Context: an optimization exercise on an open-source flow, tuned for small area. The choices shown serve that exercise and are no tape-out recipe.
Only simulation tests tie the RTL to the original design; equivalence was not proved.

job 5486:
==> module dxl2_tx, before the edit <==
module dxl2_tx (
  input  wire        clk,
  input  wire        rst,         
  input  wire        s_valid,
  output wire        s_ready,
  input  wire [7:0]  s_data,
  input  wire        s_last,
  output wire        m_valid,
  input  wire        m_ready,
  output reg  [7:0]  m_data,
  output wire        m_last,
  output wire        rej_valid,
  output wire [1:0]  rej_code     
);
  localparam integer MAXP  = 64;
  localparam integer NSLOT = 2 + MAXP;      
  localparam [6:0] S0  = 7'b0000000;
  localparam [6:0] S1  = 7'b0000001;
  localparam [6:0] S65 = 7'b1100011;
  localparam [6:0] S66 = 7'b1000111;
  localparam [15:0] CRC_HDR = 16'h0E28;
  localparam [3:0] T_FF0  = 4'd0;
  localparam [3:0] T_FF1  = 4'd1;
  localparam [3:0] T_FD   = 4'd2;
  localparam [3:0] T_00   = 4'd3;
  localparam [3:0] T_ID   = 4'd4;
  localparam [3:0] T_LLO  = 4'd5;
  localparam [3:0] T_LHI  = 4'd6;
  localparam [3:0] T_BODY = 4'd7;
  localparam [3:0] T_STUF = 4'd8;
  localparam [3:0] T_CLO  = 4'd9;
  localparam [3:0] T_CHI  = 4'd10;
  localparam [3:0] T_IN   = 4'd12;
  localparam [3:0] T_REJ  = 4'd13;
  function [6:0] lfsr;
    input [6:0] q;
    lfsr = {q[5:0], ~(q[6] ^ q[5])};
  endfunction
  reg  [7:0]  ring [0:NSLOT-1];
  reg  [6:0]  p;           
  reg  [3:0]  st;
  reg  [6:0]  cnt;         
  reg  [6:0]  sl;          
  reg  [1:0]  win;
  reg         id_bad;
  reg         ov;
  reg  [15:0] crc;
  wire [7:0] tap = ring[NSLOT-1];
  wire in_st  = (st == T_IN);
  wire rej_st = (st == T_REJ);
  wire out_st = ~st[3] | ~st[2];
  always @(posedge clk) begin
    if (rst || p == S65) p <= S0;
    else                 p <= lfsr(p);
  end
  wire full      = (cnt == S66);
  wire first     = (cnt == S0);
  wire slot_here = (p == cnt);
  reg [7:0] obyte;
  always @(*) begin
    case (st)
      T_FF0, T_FF1:  obyte = 8'hFF;
      T_FD, T_STUF:  obyte = 8'hFD;
      T_ID, T_BODY:  obyte = tap;
      T_LLO:         obyte = {1'b0, sl};
      T_CLO:         obyte = crc[7:0];
      T_CHI:         obyte = crc[15:8];
      T_IN:          obyte = s_data;
      default:       obyte = 8'h00;
    endcase
  end
  wire hi6   = &obyte[7:2];
  wire is_ff = hi6 & obyte[1] & obyte[0];
  wire is_fd = hi6 & ~obyte[1] & obyte[0];
  wire match = win[1] & is_fd;
  wire [1:0] win_next = (is_ff & ~match) ? {win[0] | win[1], ~(win[0] | win[1])} : 2'd0;
  assign s_ready = in_st & ~ov & (id_bad | full | slot_here);
  wire s_hs = s_valid & s_ready;
  always @(posedge clk) begin
    ring[0] <= (in_st & s_valid & slot_here) ? s_data : tap;
  end
  genvar gi;
  generate
    for (gi = 1; gi < NSLOT; gi = gi + 1) begin : g_ring
      always @(posedge clk) ring[gi] <= ring[gi-1];
    end
  endgenerate
  assign rej_valid = rej_st;
  assign rej_code  = {~id_bad, id_bad | (cnt == S1)};
  wire at_slot  = (st == T_ID) | (st == T_BODY);
  wire body_end = (st == T_BODY) & (sl == 7'b1111101);    
  wire avail    = at_slot ? (slot_here & ~body_end) : 1'b1;
  wire ld       = out_st & (~ov | m_ready) & avail;
  wire [15:0] crc_next;
  dxl2_crc_table u_crc (.crc(crc), .data(obyte), .next(crc_next));
  assign m_valid = ov;
  assign m_last  = ~out_st;
  always @(posedge clk) begin
    if (ld)
      m_data <= obyte;
    if (ld && st != T_CLO && st != T_CHI)
      crc <= (st == T_00) ? CRC_HDR : crc_next;
  end
  always @(posedge clk) begin
    if (rst) begin
      st     <= T_IN;
      cnt    <= S0;
      ov     <= 1'b0;
      id_bad <= 1'b0;
    end else begin
      if (ld)
        ov <= 1'b1;
      else if (m_ready)
        ov <= 1'b0;
      if (in_st) begin
        if (s_hs) begin
          if (!full) cnt <= lfsr(cnt);
          if (first) begin
            id_bad <= is_ff | is_fd;
            sl     <= 7'd2;
            win    <= 2'd0;
          end else begin
            sl  <= sl + 7'd1 + {6'd0, match};
            win <= win_next;
          end
          if (s_last) begin
            if (first || id_bad || full) begin
              st <= T_REJ;
            end else begin
              st  <= T_FF0;
              cnt <= S0;
            end
          end
        end
      end else if (rej_st) begin
        st     <= T_IN;
        cnt    <= S0;
        id_bad <= 1'b0;
      end else begin
        if (body_end)
          st <= T_CLO;
        if (ld) begin
          case (st)
            T_ID: begin
              st  <= T_LLO;
              cnt <= lfsr(cnt);
            end
            T_LLO: begin
              st  <= T_LHI;
              sl  <= ~sl;
              win <= 2'd0;
            end
            T_BODY: begin
              st  <= match ? T_STUF : T_BODY;
              cnt <= lfsr(cnt);
              sl  <= sl + 7'd1;
              win <= win_next;
            end
            T_STUF: begin
              st <= T_BODY;
              sl <= sl + 7'd1;
            end
            T_CHI: begin
              st     <= T_IN;
              cnt    <= S0;
              id_bad <= 1'b0;
            end
            default: st <= st + 4'd1;
          endcase
        end
      end
    end
  end
endmodule
Settings: LEC_CHECK=0, CAP_MARGIN=20, CORE_MARGIN=2, CORE_UTILIZATION=40, SLEW_MARGIN=20; clock period 10.0 ns.
standard.sh (not shown) runs the stock make flow with config.mk's settings and CLKGATE_MAP_FILE= SYNTH_SCRIPT=/design/flow/synth_recipe.tcl, a recipe that flattens the netlist after the stock synthesis.
==> flow/flow/run.sh <==
#!/bin/bash
# Standard layout, with CTS using clkbuf_8 leaf buffers on small sink
# clusters and no dummy loads, and plain buf_1 cells as the port buffers.
set -euo pipefail
export CTS_ARGS="-sink_clustering_enable -repair_clock_nets -dont_use_dummy_load -buf_list {sky130_fd_sc_hd__clkbuf_8} -sink_clustering_size 22 -sink_clustering_max_diameter 50"
export BUFFER_PORTS_ARGS="-buffer_cell sky130_fd_sc_hd__buf_1"
bash standard.sh > standard.log 2>&1
Edits applied to the flow inputs when going from job 5486 to job 7976:
--- a/flow/design.v
+++ b/flow/design.v
@@ -51,11 +51,11 @@
   reg  [7:0]  ring [0:NSLOT-1];
   reg  [6:0]  p;           
   reg  [3:0]  st;
   reg  [6:0]  cnt;         
   reg  [6:0]  sl;          
-  reg  [1:0]  win;
+  reg  [1:0]  win;         
   reg         id_bad;
   reg         ov;
   reg  [15:0] crc;
   wire [7:0] tap = ring[NSLOT-1];
   wire in_st  = (st == T_IN);
@@ -75,20 +75,21 @@
       T_FD, T_STUF:  obyte = 8'hFD;
       T_ID, T_BODY:  obyte = tap;
       T_LLO:         obyte = {1'b0, sl};
       T_CLO:         obyte = crc[7:0];
       T_CHI:         obyte = crc[15:8];
-      T_IN:          obyte = s_data;
       default:       obyte = 8'h00;
     endcase
   end
-  wire hi6   = &obyte[7:2];
-  wire is_ff = hi6 & obyte[1] & obyte[0];
-  wire is_fd = hi6 & ~obyte[1] & obyte[0];
-  wire match = win[1] & is_fd;
+  wire [7:0] wb = in_st ? s_data : tap;    
+  wire hi6   = &wb[7:2];
+  wire is_ff = hi6 & wb[1] & wb[0];
+  wire is_fd = hi6 & ~wb[1] & wb[0];
+  wire match = win[1] & ~win[0] & is_fd;
   wire [1:0] win_next = (is_ff & ~match) ? {win[0] | win[1], ~(win[0] | win[1])} : 2'd0;
-  assign s_ready = in_st & ~ov & (id_bad | full | slot_here);
+  wire pre_stuff = in_st & ~ov & s_valid & slot_here & match & ~id_bad;
+  assign s_ready = in_st & ~ov & (id_bad | full | (slot_here & ~match));
   wire s_hs = s_valid & s_ready;
   always @(posedge clk) begin
     ring[0] <= (in_st & s_valid & slot_here) ? s_data : tap;
   end
   genvar gi;
@@ -123,18 +124,22 @@
       if (ld)
         ov <= 1'b1;
       else if (m_ready)
         ov <= 1'b0;
       if (in_st) begin
+        if (pre_stuff) begin
+          sl  <= sl + 7'd1;
+          win <= 2'd3;
+        end
         if (s_hs) begin
           if (!full) cnt <= lfsr(cnt);
           if (first) begin
             id_bad <= is_ff | is_fd;
             sl     <= 7'd2;
             win    <= 2'd0;
           end else begin
-            sl  <= sl + 7'd1 + {6'd0, match};
+            sl  <= sl + 7'd1;
             win <= win_next;
           end
           if (s_last) begin
             if (first || id_bad || full) begin
               st <= T_REJ;
### Flow results
Every stage of the flow completed for job 7976, and the final layout passed the timing, design-rule and antenna checks.
Compare job 7976 and job 5486 | depth of the worst register-to-register path higher: job 5486
Against job 5486, job 7976 comes in 0.37 points higher on relative area change from synthesis to final layout.
The register-to-register slack number comes out higher for job 7976 vs job 5486.
Job 7976 vs job 5486 — final cell count dropped by a few percent
Relative slew slack on job 7976 is up relative to job 5486.
| critical path's largest stage delay | lower: job 7976 |
Sort job 7976 and job 5486 by critical path depth asc -> top: job 5486
Synthesized area of job 7976 falls short of that of job 5486 slightly.
Job 5486 ended up with st[1]$_SDFFE_PP0P_ as its startpoint of the worst setup timing path; job 7976 ended up with s_data[0].
Against job 5486, job 7976 comes in 4 lower on count of non-CTS inverters in the layout.

-- afterwards: timing with drivers on the ports --
In the flow no input, the clock included, has a driving cell. The finished layouts below were timed again as built, in two steps.
Step 1 (the two cells are an assumption about what drives the block):
set clk [get_ports {clk}]
set_driving_cell -lib_cell sky130_fd_sc_hd__clkbuf_16 $clk
set_driving_cell -lib_cell sky130_fd_sc_hd__buf_2 [delete_from_list [all_inputs] $clk]
Step 2 moves the port delays by t, midway between the first and last clock arrival at a register: inputs arrive t later, outputs are due t later. That takes back most of the time a late clock gives input paths.
a / b / c = ideal / step 1 / step 2; a / b = the first two.
| run | t (ns) | slack for setup (ns) | latest minus earliest clock arrival (ns) | worst data-port slew with drivers (ns) | pins driven straight from the clock port |
|---|---|---|---|---|---|
| job 5486 | 0.572 | 5.279 / 5.229 / 5.335 | 0.101 / 0.101 | 0.07 | 1 |
| job 7976 | 0.577 | 4.534 / 4.457 / 4.457 | 0.104 / 0.104 | 0.07 | 1 |
After both steps every run listed still meets setup and hold. The setup slack of job 7976, which loses most, moves by -0.077 ns with the drivers and by -0.077 ns with both steps.
